This design comes from an exercise in tuning for small area on the open sky130 flow, not from production work. The RTL was checked by simulation tests, not by an equivalence proof against the original design. No activity file was given, so power comes from the tool's default toggle rates.

==> module ibm2ieee_conv, before the edit <==
module ibm2ieee_conv (
    input  wire [1:0]  op,
    input  wire [63:0] p,
    output wire [63:0] r
);
    wire src64 = op[1];
    wire dst64 = op[0];
    wire       s = src64 ? p[63]    : p[31];
    wire [6:0] E = src64 ? p[62:56] : p[30:24];
    wire le32 = ~E[6] & (~E[5] | (E[4:0] == 5'd0));
    wire le26 = ~E[6] & ~E[5] & ~(E[4] & E[3] & (E[2] | (E[1] & E[0])));
    wire mode = ~dst64 & le32;
    wire zap  = ~dst64 & le26;
    wire [3:0] hi4 = mode ? (E[3:0] + 4'd7) : (E[3:0] - 4'd1);
    wire       sat = dst64 | (E > 7'd48);
    wire [5:0] lim = sat ? 6'd63 : {hi4, 2'b01};
    wire z32   = (p[55:24] == 32'd0);
    wire take  = src64 & ~mode & z32 & lim[5];   
    wire left  = ~zap & ~mode & (~src64 | take);
    wire right = ~zap & mode & src64;
    wire keep_hi = ~zap & src64 & ~mode & ~take;
    wire keep_lo = ~zap & ~left & ~right;
    wire [55:0] c4;
    assign c4[55:32] = ({24{left}}  & p[23:0])  | ({24{keep_hi}} & p[55:32]);
    assign c4[31:24] =  {8{keep_hi}} & p[31:24];
    assign c4[23:0]  = ({24{right}} & p[55:32]) | ({24{keep_lo}} & p[23:0]);
    wire st_lo = right & (|p[31:0]);
    wire [4:0] lim5 = (lim[5] & ~take) ? 5'd31 : lim[4:0];
    wire        g4 = (c4[55:40] == 0) & lim5[4];
    wire        t3 = ~(lim5[4] & ~g4);
    wire [55:0] c3 = g4 ? {c4[39:0], 16'd0} : c4;
    wire        g3 = (c3[55:48] == 0) & (~t3 | lim5[3]);
    wire        t2 = t3 & ~(lim5[3] & ~g3);
    wire [55:0] c2 = g3 ? {c3[47:0], 8'd0} : c3;
    wire        g2 = (c2[55:52] == 0) & (~t2 | lim5[2]);
    wire        t1 = t2 & ~(lim5[2] & ~g2);
    wire [55:0] c1 = g2 ? {c2[51:0], 4'd0} : c2;
    wire        g1 = (c1[55:54] == 0) & (~t1 | lim5[1]);
    wire        t0 = t1 & ~(lim5[1] & ~g1);
    wire [55:0] c0 = g1 ? {c1[53:0], 2'd0} : c1;
    wire        g0 = ~c0[55] & (~t0 | lim5[0]);
    wire [55:0] N  = g0 ? {c0[54:0], 1'd0} : c0;
    wire [5:0]  A  = {take, g4, g3, g2, g1, g0};
    wire [8:0]  T   = {E, 2'b00} - {3'b0, A};
    wire [10:0] e   = {2'b0, E, 2'b00} - {5'b0, A} + (dst64 ? 11'd766 : 11'd1918);
    wire        ovf = ~dst64 & N[55] & (T >= 9'd385);
    wire [10:0] ef  = N[55] ? e : 11'd0;
    wire lsb = dst64 ? N[3] : N[32];
    wire rb  = dst64 ? N[2] : N[31];
    wire st  = dst64 ? (N[1] | N[0]) : ((|N[30:0]) | st_lo);
    wire inc = rb & (lsb | st) & ~ovf;
    wire [62:0] W = dst64 ? {ef, N[54:3]} :
                    {31'd0, s, ovf ? 8'hFF : ef[7:0], ovf ? 23'd0 : N[54:32]};
    wire [7:0]  bp;                  
    wire [8:0]  bc;                  
    wire [62:0] c;
    assign bc[0] = inc;
    genvar b, j;
    generate for (b = 0; b < 8; b = b + 1) begin : blk
        localparam LO = 8 * b;
        localparam HI = (b == 7) ? 62 : 8 * b + 7;
        assign bp[b] = &W[HI:LO];
        assign bc[b+1] = bc[b] & bp[b];
        assign c[LO] = bc[b];
        for (j = LO + 1; j <= HI; j = j + 1) begin : bt
            assign c[j] = c[j-1] & W[j-1];
        end
    end endgenerate
    assign r = {dst64 & s, W ^ c};
endmodule
export LEC_CHECK = 0
export CAP_MARGIN = 20
export CORE_MARGIN = 2
export CORE_UTILIZATION = 40
export SLEW_MARGIN = 20
create_clock -name core_clock -period 18.0 [get_ports {clk}]
standard.sh (not shown) runs the stock make flow with config.mk's settings and CLKGATE_MAP_FILE= SYNTH_SCRIPT=/design/flow/synth_recipe.tcl, a recipe that flattens the netlist after the stock synthesis.
==> flow/flow/run.sh <==
#!/bin/bash
set -euo pipefail
HERE=$(pwd)
sed "s|SYNTH_SCRIPT=[^ ]*|SYNTH_SCRIPT=$HERE/flow/my_synth.tcl|" standard.sh > my_standard.sh
export MY_ABC_SCRIPT=$HERE/flow/abc.script
export BUFFER_PORTS_ARGS="-buffer_cell sky130_fd_sc_hd__buf_1"
export REMOVE_ABC_BUFFERS=1
if [ -f flow/cts_args ]; then export CTS_ARGS="$(cat flow/cts_args)"; fi
bash my_standard.sh > flow.log 2>&1
==> flow/flow/abc.script <==
strash
&get -n
&deepsyn -T 60
&put
dch -f
amap
topo
==> flow/flow/cts_args <==
-sink_clustering_enable -repair_clock_nets -dont_use_dummy_load -buf_list sky130_fd_sc_hd__clkbuf_4 -root_buf sky130_fd_sc_hd__clkbuf_4
==> flow/flow/my_synth.tcl <==
# The standard flow's synthesis script with ABC's mapping script replaced by an area-oriented one
proc synth {args} { yosys synth -nofsm -noshare {*}$args }
proc abc {args} {
  set i [lsearch -exact $args -script]
  if { $i >= 0 && [info exists ::env(MY_ABC_SCRIPT)] } {
    lset args [expr {$i + 1}] $::env(MY_ABC_SCRIPT)
  }
  puts "my abc: $args"
  yosys abc {*}$args
}
source $::env(SCRIPTS_DIR)/synth.tcl
# left out here: clear keep_hierarchy, flatten, clean up, hide names made inside functions, write 1_2_yosys.v
Next try:
--- a/flow/design.v
+++ b/flow/design.v
@@ -8,42 +8,38 @@
     wire       s = src64 ? p[63]    : p[31];
     wire [6:0] E = src64 ? p[62:56] : p[30:24];
     wire le32 = ~E[6] & (~E[5] | (E[4:0] == 5'd0));
     wire le26 = ~E[6] & ~E[5] & ~(E[4] & E[3] & (E[2] | (E[1] & E[0])));
     wire mode = ~dst64 & le32;
     wire zap  = ~dst64 & le26;
-    wire [3:0] hi4 = mode ? (E[3:0] + 4'd7) : (E[3:0] - 4'd1);
+    wire [55:0] F56 = src64 ? p[55:0] : {p[23:0], 32'b0};
+    wire [55:0] X   = zap  ? 56'd0 :
+                      mode ? {24'd0, F56[55:24]} : F56;
+    wire        st_lo = mode & src64 & (|p[23:0]);
+    wire [3:0] hi4 = mode ? (E[3:0] + 4'd5) : (E[3:0] - 4'd1);
     wire       sat = dst64 | (E > 7'd48);
     wire [5:0] lim = sat ? 6'd63 : {hi4, 2'b01};
-    wire z32   = (p[55:24] == 32'd0);
-    wire take  = src64 & ~mode & z32 & lim[5];   
-    wire left  = ~zap & ~mode & (~src64 | take);
-    wire right = ~zap & mode & src64;
-    wire keep_hi = ~zap & src64 & ~mode & ~take;
-    wire keep_lo = ~zap & ~left & ~right;
-    wire [55:0] c4;
-    assign c4[55:32] = ({24{left}}  & p[23:0])  | ({24{keep_hi}} & p[55:32]);
-    assign c4[31:24] =  {8{keep_hi}} & p[31:24];
-    assign c4[23:0]  = ({24{right}} & p[55:32]) | ({24{keep_lo}} & p[23:0]);
-    wire st_lo = right & (|p[31:0]);
-    wire [4:0] lim5 = (lim[5] & ~take) ? 5'd31 : lim[4:0];
-    wire        g4 = (c4[55:40] == 0) & lim5[4];
-    wire        t3 = ~(lim5[4] & ~g4);
+    wire [55:0] c5 = X;
+    wire        g5 = (c5[55:24] == 0) & (6'd32 <= lim);
+    wire [5:0]  a5 = {g5, 5'd0};
+    wire [55:0] c4 = g5 ? {c5[23:0], 32'd0} : c5;
+    wire        g4 = (c4[55:40] == 0) & ((a5 | 6'd16) <= lim);
+    wire [5:0]  a4 = a5 | {1'b0, g4, 4'd0};
     wire [55:0] c3 = g4 ? {c4[39:0], 16'd0} : c4;
-    wire        g3 = (c3[55:48] == 0) & (~t3 | lim5[3]);
-    wire        t2 = t3 & ~(lim5[3] & ~g3);
+    wire        g3 = (c3[55:48] == 0) & ((a4 | 6'd8) <= lim);
+    wire [5:0]  a3 = a4 | {2'b0, g3, 3'd0};
     wire [55:0] c2 = g3 ? {c3[47:0], 8'd0} : c3;
-    wire        g2 = (c2[55:52] == 0) & (~t2 | lim5[2]);
-    wire        t1 = t2 & ~(lim5[2] & ~g2);
+    wire        g2 = (c2[55:52] == 0) & ((a3 | 6'd4) <= lim);
+    wire [5:0]  a2 = a3 | {3'b0, g2, 2'd0};
     wire [55:0] c1 = g2 ? {c2[51:0], 4'd0} : c2;
-    wire        g1 = (c1[55:54] == 0) & (~t1 | lim5[1]);
-    wire        t0 = t1 & ~(lim5[1] & ~g1);
+    wire        g1 = (c1[55:54] == 0) & ((a2 | 6'd2) <= lim);
+    wire [5:0]  a1 = a2 | {4'b0, g1, 1'd0};
     wire [55:0] c0 = g1 ? {c1[53:0], 2'd0} : c1;
-    wire        g0 = ~c0[55] & (~t0 | lim5[0]);
+    wire        g0 = ~c0[55] & ((a1 | 6'd1) <= lim);
+    wire [5:0]  A  = a1 | {5'b0, g0};
     wire [55:0] N  = g0 ? {c0[54:0], 1'd0} : c0;
-    wire [5:0]  A  = {take, g4, g3, g2, g1, g0};
     wire [8:0]  T   = {E, 2'b00} - {3'b0, A};
     wire [10:0] e   = {2'b0, E, 2'b00} - {5'b0, A} + (dst64 ? 11'd766 : 11'd1918);
     wire        ovf = ~dst64 & N[55] & (T >= 9'd385);
     wire [10:0] ef  = N[55] ? e : 11'd0;
     wire lsb = dst64 ? N[3] : N[32];
     wire rb  = dst64 ? N[2] : N[31];
After rerunning:
- The new run completed without violations
- final area grows by 13%
- combinational power hardly moves
- synthesized cell count grows by 9.6%
- count of clock-buffer cells in the layout stays the same
- core utilization increases by 1.3 points
- via count grows by 15%
- flip-flop and latch count stays the same

== before ==
The RTL this note starts from:
==> flow/design.v <==
module ibm2ieee_conv (
    input  wire [1:0]  op,
    input  wire [63:0] p,
    output wire [63:0] r
);
    wire src64 = op[1];
    wire dst64 = op[0];
    wire       s = src64 ? p[63]    : p[31];
    wire [6:0] E = src64 ? p[62:56] : p[30:24];
    wire le32 = ~E[6] & (~E[5] | (E[4:0] == 5'd0));
    wire le26 = ~E[6] & ~E[5] & ~(E[4] & E[3] & (E[2] | (E[1] & E[0])));
    wire mode = ~dst64 & le32;
    wire zap  = ~dst64 & le26;
    wire [55:0] F56 = src64 ? p[55:0] : {p[23:0], 32'b0};
    wire [55:0] X   = zap  ? 56'd0 :
                      mode ? {24'd0, F56[55:24]} : F56;
    wire        st_lo = mode & src64 & (|p[23:0]);
    wire [3:0] hi4 = mode ? (E[3:0] + 4'd5) : (E[3:0] - 4'd1);
    wire       sat = dst64 | (E > 7'd48);
    wire [5:0] lim = sat ? 6'd63 : {hi4, 2'b01};
    wire [55:0] c5 = X;
    wire        g5 = (c5[55:24] == 0) & (6'd32 <= lim);
    wire [5:0]  a5 = {g5, 5'd0};
    wire [55:0] c4 = g5 ? {c5[23:0], 32'd0} : c5;
    wire        g4 = (c4[55:40] == 0) & ((a5 | 6'd16) <= lim);
    wire [5:0]  a4 = a5 | {1'b0, g4, 4'd0};
    wire [55:0] c3 = g4 ? {c4[39:0], 16'd0} : c4;
    wire        g3 = (c3[55:48] == 0) & ((a4 | 6'd8) <= lim);
    wire [5:0]  a3 = a4 | {2'b0, g3, 3'd0};
    wire [55:0] c2 = g3 ? {c3[47:0], 8'd0} : c3;
    wire        g2 = (c2[55:52] == 0) & ((a3 | 6'd4) <= lim);
    wire [5:0]  a2 = a3 | {3'b0, g2, 2'd0};
    wire [55:0] c1 = g2 ? {c2[51:0], 4'd0} : c2;
    wire        g1 = (c1[55:54] == 0) & ((a2 | 6'd2) <= lim);
    wire [5:0]  a1 = a2 | {4'b0, g1, 1'd0};
    wire [55:0] c0 = g1 ? {c1[53:0], 2'd0} : c1;
    wire        g0 = ~c0[55] & ((a1 | 6'd1) <= lim);
    wire [5:0]  A  = a1 | {5'b0, g0};
    wire [55:0] N  = g0 ? {c0[54:0], 1'd0} : c0;
    wire [8:0]  T   = {E, 2'b00} - {3'b0, A};
    wire [10:0] e   = {2'b0, E, 2'b00} - {5'b0, A} + (dst64 ? 11'd766 : 11'd1918);
    wire        ovf = ~dst64 & N[55] & (T >= 9'd385);
    wire [10:0] ef  = N[55] ? e : 11'd0;
    wire lsb = dst64 ? N[3] : N[32];
    wire rb  = dst64 ? N[2] : N[31];
    wire st  = dst64 ? (N[1] | N[0]) : ((|N[30:0]) | st_lo);
    wire inc = rb & (lsb | st) & ~ovf;
    wire [62:0] W = dst64 ? {ef, N[54:3]} :
                    {31'd0, s, ovf ? 8'hFF : ef[7:0], ovf ? 23'd0 : N[54:32]};
    assign r = {dst64 & s, W + {62'd0, inc}};
endmodule
module ibm2ieee (
    input  wire        clk,
    input  wire        rst,
    input  wire        in_valid,
    input  wire [1:0]  op,
    input  wire [63:0] src,
    output reg         out_valid,
    output reg  [63:0] result
);
    wire [63:0] result_d;
    ibm2ieee_conv u_conv (.op(op), .p(src), .r(result_d));
    always @(posedge clk) begin
        out_valid <= in_valid & ~rst;
        result    <= result_d;
    end
endmodule
clock: 18.0 ns
lec_check: 0
cap_margin: 20
core_margin: 2
core_utilization: 40
slew_margin: 20
==> flow/flow/run.sh <==
#!/bin/bash
set -euo pipefail
HERE=$(pwd)
sed "s|SYNTH_SCRIPT=[^ ]*|SYNTH_SCRIPT=$HERE/flow/my_synth.tcl|" standard.sh > my_standard.sh
export MY_ABC_SCRIPT=$HERE/flow/abc.script
export BUFFER_PORTS_ARGS="-buffer_cell sky130_fd_sc_hd__buf_1"
bash my_standard.sh > flow.log 2>&1
==> flow/flow/abc.script <==
strash
dch
amap
topo
Scripts as last shown in full above: flow/flow/my_synth.tcl
The inputs of after differ from those of before as listed below.
--- a/flow/design.v
+++ b/flow/design.v
@@ -44,13 +44,28 @@
     wire lsb = dst64 ? N[3] : N[32];
     wire rb  = dst64 ? N[2] : N[31];
     wire st  = dst64 ? (N[1] | N[0]) : ((|N[30:0]) | st_lo);
     wire inc = rb & (lsb | st) & ~ovf;
     wire [62:0] W = dst64 ? {ef, N[54:3]} :
                     {31'd0, s, ovf ? 8'hFF : ef[7:0], ovf ? 23'd0 : N[54:32]};
-    assign r = {dst64 & s, W + {62'd0, inc}};
+    wire [7:0]  bp;                  
+    wire [8:0]  bc;                  
+    wire [62:0] c;
+    assign bc[0] = inc;
+    genvar b, j;
+    generate for (b = 0; b < 8; b = b + 1) begin : blk
+        localparam LO = 8 * b;
+        localparam HI = (b == 7) ? 62 : 8 * b + 7;
+        assign bp[b] = &W[HI:LO];
+        assign bc[b+1] = bc[b] & bp[b];
+        assign c[LO] = bc[b];
+        for (j = LO + 1; j <= HI; j = j + 1) begin : bt
+            assign c[j] = c[j-1] & W[j-1];
+        end
+    end endgenerate
+    assign r = {dst64 & s, W ^ c};
 endmodule
 module ibm2ieee (
     input  wire        clk,
     input  wire        rst,
     input  wire        in_valid,
     input  wire [1:0]  op,
## What came out
after | status: complete | timing, DRC, antenna: pass. Note that the post-placement cell area recorded for before amounts to 1.09 times the value seen in after. Taking before as the reference, in after net switching power of the design dropped about 16%, switching part of the total dropped 3.0 points. Relative to before, the routed wire length measured on after has decreased by more than 10%. Comparing average instance area after synthesis for after and before, the bigger number came from after. Across both runs, die outline width was lower for after than for before. Min critical path depth across after and before: before. after: count of multi-input gates 146 below before. Measured against each other, after and before differ in fill cell total of the finished layout, the higher figure coming from before.

-- static timing again, ports no longer ideal --
Ports are ideal in the flow. The routed layouts listed here were re-timed in OpenROAD.
Step 1 sets driving cells, clkbuf_16 on the clock port and buf_2 on the other inputs (assumed; they add their load-dependent delay and slew).
Step 2, shift: input delay + t, output delay - t, t = (earliest + latest rising clock arrival at the registers) / 2. This alone moves slack from input paths to output paths.
Three values: ideal, step 1, step 2; two values: the first two.
| run | t (ns) | slack for setup (ns) | worst setup path after step 2 | clock arrival spread, ns | cell pins on the clock port's net |
|---|---|---|---|---|---|
| the first run of note 1 | 0.450 | 1.638 / 1.653 / 1.204 | input to register | 0.033 / 0.033 | 1 |
| the second run of note 1 | 0.458 | 1.221 / 1.232 / 0.775 | input to register | 0.048 / 0.049 | 1 |
| before | 0.385 | 1.567 / 1.554 / 1.169 | input to register | 0.011 / 0.010 | 1 |
| after | 0.378 | 1.612 / 1.632 / 1.255 | input to register | 0.008 / 0.007 | 1 |
After both steps setup and hold are still met in every run listed. The setup slack of the second run of note 1, which loses most, moves by +0.011 ns with the drivers and by -0.446 ns with both steps.
